This is an optimization exercise on Yosys and OpenROAD, whose aim is small area, a short achievable clock period and few clock cycles per item, not a production implementation. Function was checked by simulation only, so behaviour that the tests miss may differ from the original.

[run.sh]
#!/bin/bash
# synth_recipe.tcl (not shown) runs the flow's synth.tcl, then flattens the netlist and writes it again
# the make line also repeats each setting of config.mk as NAME=value (left out here)
make -C /OpenROAD-flow-scripts/flow DESIGN_CONFIG=/design/flow/config.mk WORK_HOME=/design/flow/orfs CLKGATE_MAP_FILE= SYNTH_SCRIPT=/design/flow/synth_recipe.tcl finish
[design.v]
module sha256_k (
    input  wire [5:0]  t,
    output reg  [31:0] k
);
    always @(*) begin
        case (t)
            6'd0: k = 32'h428a2f98;
            6'd1: k = 32'h71374491;
            6'd2: k = 32'hb5c0fbcf;
            6'd3: k = 32'he9b5dba5;
            6'd4: k = 32'h3956c25b;
            6'd5: k = 32'h59f111f1;
            6'd6: k = 32'h923f82a4;
            6'd7: k = 32'hab1c5ed5;
            6'd8: k = 32'hd807aa98;
            6'd9: k = 32'h12835b01;
            6'd10: k = 32'h243185be;
            6'd11: k = 32'h550c7dc3;
            6'd12: k = 32'h72be5d74;
            6'd13: k = 32'h80deb1fe;
            6'd14: k = 32'h9bdc06a7;
            6'd15: k = 32'hc19bf174;
            6'd16: k = 32'he49b69c1;
            6'd17: k = 32'hefbe4786;
            6'd18: k = 32'h0fc19dc6;
            6'd19: k = 32'h240ca1cc;
            6'd20: k = 32'h2de92c6f;
            6'd21: k = 32'h4a7484aa;
            6'd22: k = 32'h5cb0a9dc;
            6'd23: k = 32'h76f988da;
            6'd24: k = 32'h983e5152;
            6'd25: k = 32'ha831c66d;
            6'd26: k = 32'hb00327c8;
            6'd27: k = 32'hbf597fc7;
            6'd28: k = 32'hc6e00bf3;
            6'd29: k = 32'hd5a79147;
            6'd30: k = 32'h06ca6351;
            6'd31: k = 32'h14292967;
            6'd32: k = 32'h27b70a85;
            6'd33: k = 32'h2e1b2138;
            6'd34: k = 32'h4d2c6dfc;
            6'd35: k = 32'h53380d13;
            6'd36: k = 32'h650a7354;
            6'd37: k = 32'h766a0abb;
            6'd38: k = 32'h81c2c92e;
            6'd39: k = 32'h92722c85;
            6'd40: k = 32'ha2bfe8a1;
            6'd41: k = 32'ha81a664b;
            6'd42: k = 32'hc24b8b70;
            6'd43: k = 32'hc76c51a3;
            6'd44: k = 32'hd192e819;
            6'd45: k = 32'hd6990624;
            6'd46: k = 32'hf40e3585;
            6'd47: k = 32'h106aa070;
            6'd48: k = 32'h19a4c116;
            6'd49: k = 32'h1e376c08;
            6'd50: k = 32'h2748774c;
            6'd51: k = 32'h34b0bcb5;
            6'd52: k = 32'h391c0cb3;
            6'd53: k = 32'h4ed8aa4a;
            6'd54: k = 32'h5b9cca4f;
            6'd55: k = 32'h682e6ff3;
            6'd56: k = 32'h748f82ee;
            6'd57: k = 32'h78a5636f;
            6'd58: k = 32'h84c87814;
            6'd59: k = 32'h8cc70208;
            6'd60: k = 32'h90befffa;
            6'd61: k = 32'ha4506ceb;
            6'd62: k = 32'hbef9a3f7;
            6'd63: k = 32'hc67178f2;
            default: k = 32'h00000000;
        endcase
    end
endmodule
module sha256_core (
    input  wire         clk,
    input  wire         rst,         
    input  wire         in_valid,
    output wire         in_ready,
    input  wire         in_init,
    input  wire [511:0] in_block,    
    output wire         out_valid,
    input  wire         out_ready,
    output wire [255:0] out_digest   
);
    localparam [255:0] IV = {32'h6a09e667, 32'hbb67ae85, 32'h3c6ef372, 32'ha54ff53a,
                             32'h510e527f, 32'h9b05688c, 32'h1f83d9ab, 32'h5be0cd19};
    reg [255:0] h_q;                  
    reg [31:0]  a, b, c, d, e, f, g, h;
    reg [511:0] w_q;                  
    reg [5:0]   t_q;                  
    reg         busy_q;
    reg         fin_q;                
    reg         out_v_q;
    wire accept = in_valid && in_ready;
    assign in_ready   = !busy_q && !fin_q && !out_v_q;
    assign out_valid  = out_v_q;
    assign out_digest = h_q;
    wire [31:0] kt;
    sha256_k u_k (.t(t_q), .k(kt));
    wire [31:0] wt   = w_q[511:480];
    wire [31:0] s1   = {e[5:0], e[31:6]} ^ {e[10:0], e[31:11]} ^ {e[24:0], e[31:25]};
    wire [31:0] ch   = (e & f) ^ (~e & g);
    wire [31:0] t1   = h + s1 + ch + kt + wt;
    wire [31:0] s0   = {a[1:0], a[31:2]} ^ {a[12:0], a[31:13]} ^ {a[21:0], a[31:22]};
    wire [31:0] maj  = (a & b) ^ (a & c) ^ (b & c);
    wire [31:0] t2   = s0 + maj;
    wire [31:0] w1   = w_q[479:448];
    wire [31:0] w9   = w_q[223:192];
    wire [31:0] w14  = w_q[63:32];
    wire [31:0] ls0  = {w1[6:0], w1[31:7]} ^ {w1[17:0], w1[31:18]} ^ (w1 >> 3);
    wire [31:0] ls1  = {w14[16:0], w14[31:17]} ^ {w14[18:0], w14[31:19]} ^ (w14 >> 10);
    wire [31:0] wnew = wt + ls0 + w9 + ls1;
    wire [255:0] h_start = in_init ? IV : h_q;
    always @(posedge clk) begin
        if (rst) begin
            h_q     <= IV;
            busy_q  <= 1'b0;
            fin_q   <= 1'b0;
            out_v_q <= 1'b0;
            t_q     <= 6'd0;
        end else begin
            if (out_v_q && out_ready)
                out_v_q <= 1'b0;
            if (accept) begin
                h_q    <= h_start;
                {a, b, c, d, e, f, g, h} <= h_start;
                w_q    <= in_block;
                t_q    <= 6'd0;
                busy_q <= 1'b1;
            end else if (busy_q) begin
                h <= g;
                g <= f;
                f <= e;
                e <= d + t1;
                d <= c;
                c <= b;
                b <= a;
                a <= t1 + t2;
                w_q <= {w_q[479:0], wnew};
                t_q <= t_q + 6'd1;
                if (t_q == 6'd63) begin
                    busy_q <= 1'b0;
                    fin_q  <= 1'b1;
                end
            end else if (fin_q) begin
                h_q <= {h_q[255:224] + a, h_q[223:192] + b, h_q[191:160] + c, h_q[159:128] + d,
                        h_q[127:96]  + e, h_q[95:64]    + f, h_q[63:32]    + g, h_q[31:0]     + h};
                fin_q   <= 1'b0;
                out_v_q <= 1'b1;
            end
        end
    end
endmodule
[config.mk]
export PLATFORM = sky130hd
export DESIGN_NAME = sha256_core
export DESIGN_NICKNAME = sha256_core
export VERILOG_FILES = /design/flow/design.v
export SDC_FILE = /design/flow/constraint.sdc
export NUM_CORES = 4
export LEC_CHECK = 0
export CAP_MARGIN = 20
export CORE_MARGIN = 2
export CORE_UTILIZATION = 40
export SLEW_MARGIN = 20
[constraint.sdc]
create_clock -name core_clock -period 8.0 [get_ports {clk}]
set_input_delay 1.6000 -clock core_clock [delete_from_list [all_inputs] [get_ports {clk}]]
set_output_delay 1.6000 -clock core_clock [all_outputs]
set_load 0.01 [all_outputs]
==> summary.txt <==
## synthesized netlist by cell type, types with 195 or more instances
cell,number
dfxtp_1,297
ha_1,389
o21ai_0,392
fa_1,195
inv_1,489
nand2_1,1853
a21oi_1,532
xor2_1,244
a21o_1,209
edfxtp_1,768
nor2_1,614
clkbuf_1,372
xnor2_1,334
## worst max path at each step
stage | start | to | slack [ns] | cells past startpoint
CTS | e[14] | a[31] | 0.45 | 32
floorplan | in_valid | a[0] | -6.03 | 6
global route | h[1] | a[30] | 0.01 | 30
global placement | w_q[481] | a[30] | 0.54 | 30
detailed placement | e[14] | a[31] | 0.48 | 32
finish | e[14] | a[31] | 0.39 | 32
## logic make-up (layout without fill, tap and decap cells)
logic type	Yosys count	in the layout	synth area share (%)
adder cells (fa/ha/maj)	587	587	12.4
AO/OA/AOI/OAI	1789	1789	16.0
flip-flops	1065	1065	40.9
XOR/XNOR	578	578	7.15
buffers and inverters	922	1662	4.90
multiplexers	39	39	0.567
other	0	29	0
AND/OR/NAND/NOR	3076	3076	18.0
## metrics by stage
step	hold WS, ns	utilization (%)	TNS (ns)
3_5_place_dp	0.497	46.1	0
3_3_place_gp	0.493	46.1	0
6_report	0.497	48.6	0
5_1_grt	0.528	48.6	0
4_1_cts	0.494	48.6	0
2_1_floorplan	0.491	-	-4639.54
## area by class of cell
type	count	area, um^2	share of cell area, %
Sequential cell	1065	29000	33.9
Timing Repair Buffer	929	9010	10.5
Tap cell	2340	2930	3.42
Clock inverter	73	800	0.934
Inverter	494	1860	2.17
Multi-Input combinational cell	6069	38500	44.9
Antenna cell	29	72.6	0.0847
Clock buffer	166	3490	4.08
## worst min-delay path, cell delays in order, from the launching register on
cell,delay [ns]
edfxtp_1,0.32
nand2_1,0.04
nand2_1,0.06
## routing by layer
metal / vias to the layer above / part of all wire (%) / track usage [%]
li1: 29000 / - / -
met1: 31100 / 43 / 47.3
met5: - / 0.017 / 0
met2: 3284 / 43 / 49.0
met4: 8 / 4.5 / 14.0
met3: 550 / 9.2 / 6.27
## repair_timing
item | CTS | global route
buffers inserted | 0 | 3
setup endpoints to repair | 0 | 1
resized for setup | 0 | 1
==> flow_metrics.py <==
metrics = {
    "layout": {
        "largest-register": "w_q",
        "final_cell_mix": "1852 x nand2_1, 772 x clkdlybuf4s50_1, 768 x edfxtp_1, 608 x nor2_1, 531 x a21oi_1",
        "mostFrequentLayoutCell": "nand2_1",
        "finalInstanceArea_um2": 85600,
        "final_nets": 9790,
        "finalNonFillerCells": 11200,
        "num-fill-cells": 16900,
        "drive_above_1_share_pct": 4.87,
        "area_delta_synth_final_pct": 20.9,
        "largest_reg_flops": 512,
        "reg_top3": "w_q x512, h_q x256",
    },
    "worst_hold_path": {
        "hold_depth": 2,
        "min_to": "w_q[367]",
        "min_from": "w_q[335]",
        "hold_path_class": "register to register",
    },
    "yosys": {
        "postSynthAreaPerCell_um2": 8.79,
        "yosysSeqAreaShare_pct": 40.9,
        "synth_area_leaders": "edfxtp_1 33%, nand2_1 9.8%, dfxtp_1 8.4%",
        "synth_top_cell_by_area": "edfxtp_1",
        "synthCells": 8056,
        "synth-seq-cells": 1065,
        "ys.flop_type": "edfxtp_1",
        "syn-cell-area_um2": 70800,
        "syn_nets": 9157,
        "synth_edf_count": 768,
        "ys_types": 93,
        "yosysWarningCount": 2,
        "synth-async-reset-ratio_pct": 0,
        "synth_top_cell_area_share_pct": 32.6,
    },
    "floorplan": {
        "dieArea_um2": 180000,
        "die_w_um": 425,
        "coreArea_um2": 176000,
        "initial_core_util_pct": 40.2,
        "die_height_um": 425,
        "pin_count": 775,
        "rows": 154,
    },
    "cts": {
        "path_clk_slew_ns": 0.06,
        "clkLatencyLatePin_ns": 0.83,
        "postCtsHoldBufs": 0,
        "cts_tree": "yes",
        "cts_sinks": 1065,
        "cts-buffers-inserted": 130,
        "root_buffer": "clkbuf_16",
        "clockBufferDepth": 3,
        "h-tree-depth": 4,
    },
    "worst_setup_path": {
        "end_kind": "register",
        "max_stage_delay_ns": 0.54,
        "crit_path_start_kind": "register",
        "required_ns": 8.53,
        "path_buf_inv": 5,
        "cp_slowest_cell": "edfxtp_1",
        "cp_max_fo": 6,
        "cpLargestDelayFamily": "compound AO/OA/AOI/OAI gates",
        "reg2reg_depth": 32,
        "reg2reg_from": "e[14]",
        "reg2reg_to": "a[31]",
        "path_class": "register to register",
        "critPathArrivalTime_ns": 8.14,
        "reg2reg_slack_ns": 0.39,
    },
    "drt": {
        "drtIter0Drc": 8381,
        "wl_um": 309000,
        "vias": 63900,
        "wl_per_cell_um": 27.7,
        "firstDrtPassIters": 6,
        "ant_nets": 0,
        "remaining_drc_errors": 0,
        "avgViaCountPerCell": 5.72,
    },
    "global_routing": {
        "grt.overflow.total": 0,
        "antenna_found_initial": 46,
        "track_usage_pct": 33.2,
        "grt_pass1_vias": 60000,
        "grt_pass1_wl_um": 433000,
        "grt_start_max_net_pins": 186,
    },
    "timing": {
        "setup_violations": 0,
        "max_freq_ghz": 0.131,
        "rsz0062_at_grt": "false",
        "clock_skew_ns": 0.0294,
        "setup_ws_ns": 0.395,
        "slew_viol_final": 0,
        "slew_headroom_pct": 23.7,
        "period_needed_ns": 7.61,
        "worst_slew_pin_slew_ns": 1.14,
        "period_share_pct": 95.1,
        "finalHoldViolations": 0,
    },
    "run_status": {
        "status": "finished clean",
    },
    "placed_design": {
        "gp_congestion": 0.989,
        "io_buffers": 774,
        "place_ws_ns": 0.484,
        "placed_cell_area_um2": 81200,
        "dp.final_hpwl_um": 236000,
        "placed_cells": 10900,
    },
    "job": {
        "max-cap-violations": 0,
    },
}
Testbench counts, summed over its fixed seeds: cycles 80,400, items 1,200.

## what the ideal ports hide
Ports are ideal in the flow. The routed layout listed here was re-timed in OpenROAD. Step 1, drivers: a clkbuf_16 drives clk and a buf_2 each remaining input, both assumed. Step 2 adds t to the input delays and takes it off the output delays; t is the mean of the earliest and latest rising clock arrival at the registers after step 1. Input paths then give back, and output paths get back, about the clock's delay inside the block. Slacks: no drivers / after step 1 / after step 2; pairs: no drivers / after step 1.
shift t [ns]: 0.897
setup slack, ns: 0.395 / 0.395 / 0.395
worst setup path at the end: register to register
slew at the worst register clock pin (ns): 0.07 / 0.07
pins driven straight from the clock port: 1
After both steps setup and hold are still met in this run. The setup slack of this run moves by 0.000 ns with the drivers and by 0.000 ns with both steps.
